From an optimization exercise on the open Yosys and OpenROAD flow, aimed at small area, a short achievable clock period and few clock cycles; shortcuts taken in it are not production practice. In this exercise RTL edits were held to simulation tests only and were not proved equivalent to the original. No driver is modelled on the clock port, so clocking that relies on it looks cheaper here than on a real chip. No activity file was given, so power comes from the tool's default toggle rates.

==> inputs of try-juniper <==
==> flow/design.v (excerpt) <==
module sappy_voice (
    input             clk,
    input             rst,
    input             cmd_valid,
    output            cmd_ready,
    input      [2:0]  cmd_op,
    input      [3:0]  cmd_ch,
    input      [65:0] cmd_arg,
    output reg        frame_valid,
    output reg [15:0] frame_l,
    output reg [15:0] frame_r,
    output reg [11:0] frame_live
);
==> flow/config.mk <==
export PLATFORM = sky130hd
export DESIGN_NAME = sappy_voice
export DESIGN_NICKNAME = sappy_voice
export VERILOG_FILES = /design/flow/design.v
export SDC_FILE = /design/flow/constraint.sdc
export NUM_CORES = 8
export LEC_CHECK = 0
export CAP_MARGIN = 20
export CORE_MARGIN = 2
export CORE_UTILIZATION = 58
export PLACE_DENSITY = 0.7
export SLEW_MARGIN = 20
==> flow/constraint.sdc <==
create_clock -name core_clock -period 24.0 [get_ports {clk}]
set_input_delay 4.8000 -clock core_clock [delete_from_list [all_inputs] [get_ports {clk}]]
set_output_delay 4.8000 -clock core_clock [all_outputs]
set_load 0.01 [all_outputs]
standard.sh (not shown) runs the stock make flow with config.mk's settings and CLKGATE_MAP_FILE= SYNTH_SCRIPT=/design/flow/synth_recipe.tcl, a recipe that flattens the netlist after the stock synthesis.
==> flow/flow/run.sh <==
#!/bin/bash
# Own layout flow: the standard flow (standard.sh, with its unchanged
# synthesis, floorplan, power grid, placement and routing) with these changes:
#  - the port buffers that buffer_ports inserts are buf_4 cells instead of
#    the default delay-cell buffers;
#  - clock tree synthesis without dummy loads and with larger sink clusters
#    (up to 25 sinks within 80 um);
#  - after CTS the tree's root buffer is split into four (root4.tcl), so the
#    clock port drives four root buffers, one per quarter of the tree;
#  - timing repair aims for 18 ns of setup slack on the 24 ns clock.
# Tool output goes to the *.log files here and to the ORFS logs under orfs/.
set -euo pipefail
export BUFFER_PORTS_ARGS="-buffer_cell sky130_fd_sc_hd__buf_4"
export CTS_ARGS="-sink_clustering_enable -repair_clock_nets -dont_use_dummy_load -sink_clustering_size 25 -sink_clustering_max_diameter 80"
export SETUP_SLACK_MARGIN=18.0
bash standard.sh synth floorplan place cts > standard_cts.log 2>&1
R=orfs/results/$FLOW_PLATFORM/sappy_voice/base
cp $R/4_cts.odb $R/4_cts_tritoncts.odb
ODB_IN=$R/4_cts_tritoncts.odb ODB_OUT=$R/4_cts.odb \
LIB=$FLOW_HOME/platforms/$FLOW_PLATFORM/lib/sky130_fd_sc_hd__tt_025C_1v80.lib \
  openroad -no_init -exit flow/root4.tcl > root4.log 2>&1
bash standard.sh > standard.log 2>&1
==> flow/flow/root4.tcl <==
# Splits the clock tree's root buffer into four: the clock port then drives
# four clkbuf_16 cells, all placed where CTS put the single root, each
# driving one quarter of the root's loads (the next level of the tree), so
# the port's own load stays a short reach of the same wire. The rest of the
# tree (built by CTS) is unchanged. Run on 4_cts.odb.
read_db $::env(ODB_IN)
set block [ord::get_db_block]
set clknet [$block findNet clk]
set its [$clknet getITerms]
if {[llength $its] != 1} { puts "root4: clock port drives [llength $its] pins, nothing done"; write_db $::env(ODB_OUT); exit 0 }
set root [[lindex $its 0] getInst]
lassign [$root getLocation] rx ry
set rnet [[$root findITerm X] getNet]
set loads {}
foreach it [$rnet getITerms] { if {[$it getInst] ne $root} { lappend loads $it } }
proc ctr {it} {
  set b [[$it getInst] getBBox]
  return [list [expr {([$b xMin] + [$b xMax]) / 2}] [expr {([$b yMin] + [$b yMax]) / 2}]]
}
set sx 0; set sy 0
foreach it $loads { lassign [ctr $it] x y; set sx [expr {$sx + $x}]; set sy [expr {$sy + $y}] }
set cx [expr {$sx / [llength $loads]}]; set cy [expr {$sy / [llength $loads]}]
set groups [dict create 0 {} 1 {} 2 {} 3 {}]
foreach it $loads {
  lassign [ctr $it] x y
  dict lappend groups [expr {($x > $cx ? 1 : 0) + ($y > $cy ? 2 : 0)}] $it
}
set m [[[$root getMaster] getLib] findMaster sky130_fd_sc_hd__clkbuf_16]
set first 1
for {set q 0} {$q < 4} {incr q} {
  set g [dict get $groups $q]
  if {[llength $g] == 0} continue
  set sx 0; set sy 0
  foreach it $g { lassign [ctr $it] x y; set sx [expr {$sx + $x}]; set sy [expr {$sy + $y}] }
  set gx [expr {$sx / [llength $g]}]; set gy [expr {$sy / [llength $g]}]
  if {$first} {
    set inst $root
    set first 0
  } else {
    set inst [odb::dbInst_create $block $m "clkbuf_root_$q"]
    set net [odb::dbNet_create $block "clknet_root_$q"]
    $net setSigType CLOCK
    [$inst findITerm A] connect $clknet
    [$inst findITerm X] connect $net
    foreach it $g { $it disconnect; $it connect $net }
  }
  $inst setLocation $rx $ry
  $inst setPlacementStatus PLACED
  puts "root4: group $q with [llength $g] loads centred at $gx $gy"
}
read_liberty $::env(LIB)
detailed_placement
check_placement
write_db $::env(ODB_OUT)
==> try-nickel: changes against try-juniper <==
--- a/flow/design.v
+++ b/flow/design.v
@@ -90,18 +90,18 @@
 );
     localparam NCH = 12;
     localparam OP_NOTE = 3'd1, OP_MOD = 3'd2, OP_TICK = 3'd3, OP_FRAME = 3'd4, OP_STOP = 3'd5;
     localparam ST_ATT = 2'd0, ST_DEC = 2'd1, ST_SUS = 2'd2, ST_REL = 2'd3;
     localparam PH = 0, CY = 32, MSK = 35, LF = 36, INC = 51, GL = 87, GR = 95,
                RL = 103, KD = 104, DSH = 105;
     localparam KEY = 107, BV = 114, MZ = 124, VE = 125, PAN = 132, VEL = 139,
                GATE = 146, AA = 162, DD = 170, SS = 178, RR = 186, ENV = 194,
-               ADSR = 202, DRG = 204, DRI = 205, IZ = 206, ED = 207, ID = 208;
-    localparam W = 209;
+               ADSR = 202, DRG = 204, DRI = 205, IZ = 206;
+    localparam W = 207;
     function [47:0] csa24;
         input [23:0] a, b, c;
         csa24 = {((a & b) | (a & c) | (b & c)) << 1, a ^ b ^ c};
     endfunction
     function [21:0] mul15x7;
         input [14:0] a;
         input [6:0]  b;
         reg [23:0] p0, p1, p2, p3, p4, p5, p6;
@@ -151,37 +151,37 @@
     assign cmd_ready = rdy;
     wire slow_cmd = (cmd_op == OP_NOTE || cmd_op == OP_MOD) ? (cmd_ch < 4'd12)
                   : (cmd_op == OP_TICK || cmd_op == OP_STOP);
     reg fe0, fe1, fe2, fe3, fe4;         
     reg fs4, fs5;                        
     reg [1:0] fwait;                     
     reg tt2, tt3, tt4;                   
     wire drained = !(fe0 | fe1 | fe2 | fe3 | fs4 | fs5);
-    reg  rr;
-    wire acc = cmd_valid && !pend && fwait == 2'd0 && !rr;
+    wire acc = cmd_valid && !pend && fwait == 2'd0;
     reg  [3:0] hc;           
     wire       x_note = pend && xop == OP_NOTE;
     wire       x_mod  = pend && xop == OP_MOD;
+    wire       x_tick = pend && xop == OP_TICK;
     wire       x_stop = pend && xop == OP_STOP;
     wire       at_head = hc == xch;
     wire [3:0] hc6     = hc >= 4'd6 ? hc - 4'd6 : hc + 4'd6;    
     wire       at_six  = hc6 == xch;
     wire       note_ex = x_note && at_head && drained;
     wire       mod_ex  = x_mod && (at_head || at_six);
     reg        sact;
     reg  [3:0] sc;
     wire       stop_ex = sact && sc == 4'd11;
     reg        tst;          
+    reg [11:0] edone;        
+    reg [11:0] idone;        
     reg [4:1]  gp;           
-    reg [13:1] ip;           
+    reg [14:1] ip;           
     reg [3:0]  ic;           
-    reg        all_done;
-    wire       tick_end = tst && all_done && !(|ip);
-    wire       tstart   = acc && cmd_op == OP_TICK;
+    wire       tick_end = tst && (&edone) && (&idone) && !(|ip);
     reg        tokp;         
     wire       tok_go   = (tokp || tick_end) && !(|gp[2:1]);
     wire       done_ex  = note_ex || mod_ex || stop_ex || tick_end;
     wire [12*W-1:0] CUR;     
     wire [12*W-1:0] NXT;     
     genvar p;
     generate
         for (p = 0; p < NCH; p = p + 1) begin : pos
@@ -228,21 +228,21 @@
                 if (h_r == 8'd0 || h_env <= h_r) env_b = 9'd0;
                 else                             env_b = h_env - h_r;
                 if (env_b == 9'd0) live_n = 1'b0;
             end
             default: ;
         endcase
     end
     wire need_g = h_rl && (h[DRG] || st_a != ST_SUS);
-    wire ivis   = tst && !h[ID];
+    wire ivis   = tst && !idone[hc];
     wire icap_t = ivis && h_rl && h[DRI] && ic == 4'd10;
     wire icap_n = note_ex && ic == 4'd10;
     wire icap   = icap_t || icap_n;
-    wire ecap   = tst && drained && !h[ED] && (!need_g || (!gp[2] && !icap_t));
+    wire ecap   = tst && drained && !edone[hc] && (!need_g || (!gp[2] && !icap_t));
     wire gcap   = ecap && need_g;
     reg  [14:0] R1;          
     reg  [7:0]  R2;          
     reg  [22:0] R3;          
     wire [W-1:0] s11 = CUR[11*W +: W];
     wire [W-1:0] s10 = CUR[10*W +: W];
     wire [W-1:0] s9  = CUR[9*W +: W];
     wire [7:0]  m1a = gp[3] ? R2 : s11[ENV +: 8];
@@ -257,16 +257,19 @@
     wire signed [14:0] praw = $signed({2'b00, key_h, 6'd0}) + $signed({{5{bv_h[9]}}, bv_h});
     wire [12:0] pcl  = praw < 0 ? 13'd0 : praw > 15'sd8191 ? 13'd8191 : praw[12:0];
     reg  [12:0] ia_p;        
     reg         ia_k;
     reg  [3:0]  ib_n;        
     reg  [1:0]  ib_j;        
     reg  [1:0]  ib_q;        
     reg  [12:0] ic_d;        
+    reg  [21:0] Nq;          
+    reg  [1:0]  nq_j;
+    reg  [1:0]  nq_q;
     wire [7:0] dm12_a =
         ia_p[12:6] == 7'd0 ? 8'd83 :
         ia_p[12:6] == 7'd1 ? 8'd84 :
         ia_p[12:6] == 7'd2 ? 8'd85 :
         ia_p[12:6] == 7'd3 ? 8'd86 :
         ia_p[12:6] == 7'd4 ? 8'd87 :
         ia_p[12:6] == 7'd5 ? 8'd88 :
         ia_p[12:6] == 7'd6 ? 8'd89 :
@@ -419,36 +422,36 @@
         22'd2721730;
     wire [4:0]  e_a  = {1'b0, dm12_a[7:4]} + (ia_k ? 5'd5 : 5'd0);
     wire [1:0]  j_a  = 2'd0 - e_a[1:0];
     wire [5:0]  sq_a = (6'd19 + {1'b0, e_a}) >> 2;   
     wire [21:0] Nd   = t22_n + {5'd0, ic_d, 4'd0} + {7'd0, ic_d, 2'd0} + {8'd0, ic_d, 1'b0};
     reg  [42:0] Z;           
     reg  [42:0] Z0;
     always @(*) begin
-        case (ib_j)
-            2'd0: Z0 = {1'd0, Nd, 20'd0};
-            2'd1: Z0 = {2'd0, Nd, 19'd0};
-            2'd2: Z0 = {3'd0, Nd, 18'd0};
-            default: Z0 = {4'd0, Nd, 17'd0};
+        case (nq_j)
+            2'd0: Z0 = {1'd0, Nq, 20'd0};
+            2'd1: Z0 = {2'd0, Nq, 19'd0};
+            2'd2: Z0 = {3'd0, Nq, 18'd0};
+            default: Z0 = {4'd0, Nq, 17'd0};
         endcase
     end
     function [42:0] dstep2;
         input [42:0] z;
         reg [8:0] t;
         begin
             t = {z[42:36], z[35:34]};
             if (t >= 9'd225)      dstep2 = {t[6:0] - 7'd97, z[33:0], 2'd3};    
             else if (t >= 9'd150) dstep2 = {t[6:0] - 7'd22, z[33:0], 2'd2};    
             else if (t >= 9'd75)  dstep2 = {t[6:0] - 7'd75, z[33:0], 2'd1};
             else                  dstep2 = {t[6:0], z[33:0], 2'd0};
         end
     endfunction
-    wire zload = (ip[6] && ib_q == 2'd0) || (ip[5] && ib_q == 2'd1) ||
-                 (ip[4] && ib_q == 2'd2) || (ip[3] && ib_q == 2'd3);
+    wire zload = (ip[7] && nq_q == 2'd0) || (ip[6] && nq_q == 2'd1) ||
+                 (ip[5] && nq_q == 2'd2) || (ip[4] && nq_q == 2'd3);
     wire signed [9:0] ve_raw = $signed({3'b000, xarg[22:16]}) + $signed(xarg[31:23]);
     wire [6:0] ve_new = ve_raw < 0 ? 7'd0 : ve_raw > 10'sd127 ? 7'd127 : ve_raw[6:0];
     wire [9:0] bv_new = {{3{xarg[6]}}, xarg[6:0]} + {{3{xarg[6]}}, xarg[6:0]} + {xarg[15], xarg[15:7]};
     generate
         for (p = 0; p < NCH; p = p + 1) begin : lk
             wire [W-1:0] c = CUR[p*W +: W];
             wire [31:0] ph_n;
             wire [2:0]  cy_n;
@@ -494,49 +497,37 @@
                         n[ENV +: 8]   = env_b[7:0];
                         n[GATE +: 16] = gate_n;
                         n[ADSR +: 2]  = st_b;
                         n[RL]         = live_n;
                         if (gcap) n[DRG] = 1'b0;
                         if (live_n) n[IZ] = 1'b0;
                     end
                     if (icap_t) n[DRI] = 1'b0;
-                    if (ecap) n[ED] = 1'b1;
-                    if (ivis && (!h_rl || !h[DRI] || icap_t)) n[ID] = 1'b1;
                 end
                 if ((p == 0 && x_mod && at_head) || (p == 6 && x_mod && at_six)) begin
                     n[BV +: 10]  = bv_new;
                     n[VE +: 7]   = ve_new;
                     n[PAN +: 7]  = xarg[38:32];
                     n[MZ]        = 1'b0;
                     n[DRG]       = 1'b1;
                     n[DRI]       = 1'b1;
                 end
                 if (p == 8 && gp[4]) begin
                     n[GL +: 8] = g_l;
                     n[GR +: 8] = g_r;
                 end
-                if (p == 11 && ip[13]) n[INC +: 36] = Z[35:0];
+                if (p == 10 && ip[14]) n[INC +: 36] = Z[35:0];
                 if (p == 0 && sact) n[RL] = 1'b0;
-                if (rr) n[RL] = 1'b0;
-                if (rr) n[MZ] = 1'b1;
-                if (tstart) begin
-                    n[ED] = 1'b0;
-                    n[ID] = 1'b0;
-                end
+                if (rst) n[RL] = 1'b0;
+                if (rst) n[MZ] = 1'b1;
             end
             assign NXT[p*W +: W] = n;
         end
     endgenerate
-    integer dq;
-    always @(*) begin
-        all_done = 1'b1;
-        for (dq = 0; dq < NCH; dq = dq + 1)
-            all_done = all_done && CUR[dq*W + ED] && CUR[dq*W + ID];
-    end
     reg slow;
     integer sq;
     always @(*) begin
         slow = 1'b0;
         for (sq = 0; sq < NCH; sq = sq + 1)
             if (CUR[sq*W + RL] && CUR[sq*W + KD] && !CUR[sq*W + IZ] &&
                 (CUR[sq*W + INC + 35] || CUR[sq*W + INC + 34] || (CUR[sq*W + INC + 33] && CUR[sq*W + INC + 32])))
                 slow = 1'b1;
@@ -602,64 +593,72 @@
         Z <= zload ? Z0 : dstep2(dstep2(Z));
         ia_p <= pcl;
         ia_k <= note_ex ? xarg[30] : h[KD];
         if (ip[1]) begin
             ib_n <= dm12_a[3:0];
             ib_j <= j_a;
             ib_q <= sq_a[1:0] - 2'd2;
         end
-        if (ip[2]) ic_d <= m2p[18:6];
+        ic_d <= m2p[18:6];
+        if (ip[3]) begin
+            Nq   <= Nd;
+            nq_j <= ib_j;
+            nq_q <= ib_q;
+        end
         if (!pend) begin
             xop  <= cmd_op;
             xch  <= cmd_ch;
             xarg <= cmd_arg;
         end
-        rr <= rst;
+        if (acc && cmd_op == OP_TICK) begin
+            edone <= 12'd0;
+            idone <= 12'd0;
+        end else begin
+            if (ecap) edone[hc] <= 1'b1;
+            if (ivis && (!h_rl || !h[DRI] || icap_t)) idone[hc] <= 1'b1;
+        end
         if (rst) begin
             pend <= 1'b0;
-            rdy  <= 1'b0;
+            rdy  <= 1'b1;
             fe0 <= 1'b0; fe1 <= 1'b0; fe2 <= 1'b0; fe3 <= 1'b0; fe4 <= 1'b0;
             fs4 <= 1'b0; fs5 <= 1'b0;
             fwait <= 2'd0;
             frame_valid <= 1'b0;
-        end else begin
-            pend  <= pend_n;
-            fwait <= fwait_n;
-            rdy   <= !pend_n && fwait_n == 2'd0;
-            fe0 <= acc && cmd_op == OP_FRAME;
-            fe1 <= fe0; fe2 <= fe1; fe3 <= fe2; fe4 <= fe3;
-            fs4 <= fe3 && slow; fs5 <= fs4;
-            frame_valid <= fe4;
-        end
-        if (rr) begin
             tt2 <= 1'b0; tt3 <= 1'b0; tt4 <= 1'b0;
             sact <= 1'b0;
             tokp <= 1'b0;
             tl <= 12'd0; tr <= 12'd0;
             hc <= 4'd0;
             tst <= 1'b0;
             gp <= 4'd0;
-            ip <= 13'd0;
+            ip <= 14'd0;
             ic <= 4'd10;
             livef <= 12'd0;
         end else begin
+            pend  <= pend_n;
+            fwait <= fwait_n;
+            rdy   <= !pend_n && fwait_n == 2'd0;
+            fe0 <= acc && cmd_op == OP_FRAME;
+            fe1 <= fe0; fe2 <= fe1; fe3 <= fe2; fe4 <= fe3;
+            fs4 <= fe3 && slow; fs5 <= fs4;
+            frame_valid <= fe4;
             tt2 <= note_ex || stop_ex || tok_go;
             tt3 <= tt2;
             tokp <= (tokp || tick_end) && !tok_go;
             tt4 <= tt3;
             if (tt4) begin
                 tl <= hl;
                 tr <= hr;
             end
             hc <= hc == 4'd11 ? 4'd0 : hc + 4'd1;
-            if (tstart) tst <= 1'b1;
+            if (acc && cmd_op == OP_TICK) tst <= 1'b1;
             else if (tick_end)            tst <= 1'b0;
             gp <= {gp[3:1], gcap};
-            ip <= {ip[12:1], icap};
+            ip <= {ip[13:1], icap};
             ic <= icap ? 4'd1 : (ic == 4'd10 ? 4'd10 : ic + 4'd1);
             if (x_stop && drained && !sact) begin
                 sact <= 1'b1;
                 sc   <= 4'd0;
             end else if (sact) begin
                 sact <= !stop_ex;
                 sc   <= sc + 4'd1;
             end
==> flow/flow/run.sh (replaced) <==
#!/bin/bash
# Own layout flow: the standard flow (standard.sh, with its unchanged
# synthesis, floorplan, power grid, placement and routing) with these changes:
#  - the port buffers that buffer_ports inserts are buf_4 cells instead of
#    the default delay-cell buffers;
#  - clock tree synthesis without dummy loads and with larger sink clusters
#    (up to 25 sinks within 80 um);
#  - timing repair aims for 18 ns of setup slack on the 24 ns clock.
# All tool output goes to standard.log here and to the ORFS logs under orfs/.
set -euo pipefail
export BUFFER_PORTS_ARGS="-buffer_cell sky130_fd_sc_hd__buf_4"
export CTS_ARGS="-sink_clustering_enable -repair_clock_nets -dont_use_dummy_load -sink_clustering_size 25 -sink_clustering_max_diameter 80"
export SETUP_SLACK_MARGIN=18.0
bash standard.sh > standard.log 2>&1
removed: flow/flow/root4.tcl
==> notes <==
In critical path depth, try-juniper and try-nickel do not differ.
try-juniper completed with no timing, DRC or antenna violations. try-nickel completed with no timing, DRC or antenna violations.
In clock power, try-juniper and try-nickel hardly differ.
Against try-nickel, the worst hold slack of try-juniper is better by 0.0096 ns.
Between try-juniper and try-nickel, the lower clock-buffer cell count is in try-juniper (gap 1).
Of try-nickel and try-juniper, try-juniper has the higher global-route usage (gap 0.24 points).
Against try-nickel, the routed wire length of try-juniper is higher by about 1.1%.
Of try-juniper and try-nickel, try-juniper has the higher worst setup slack (gap 0.20 ns).
Testbench counts of try-juniper, summed over its fixed seeds: cycles 162,754.
Testbench counts of try-nickel, summed over its fixed seeds: cycles 162,937.

[port drivers added, routing unchanged]
The results above use ideal ports. As a check the final layouts listed here were re-extracted and re-timed, cells and wires unchanged. Step 1 sets driving cells, clkbuf_16 on the clock port and buf_2 on the other inputs (assumed; they add their load-dependent delay and slew). Step 2, shift: input delay + t, output delay - t, t = (earliest + latest rising clock arrival at the registers) / 2. This alone moves slack from input paths to output paths. Slacks: ideal / step 1 / step 2; pairs: ideal / step 1.
run | t (ns) | setup WS [ns] | hold slack, ns | worst setup path after step 2
try-juniper | 0.689 | 18.157 / 18.035 / 18.096 | 0.298 / 0.298 / 0.298 | input to register
try-nickel | 0.879 | 17.959 / 17.871 / 17.554 | 0.289 / 0.289 / 0.289 | input to register
After both steps every run listed still meets setup and hold. The setup slack of try-nickel, which loses most, moves by -0.088 ns with the drivers and by -0.405 ns with both steps.
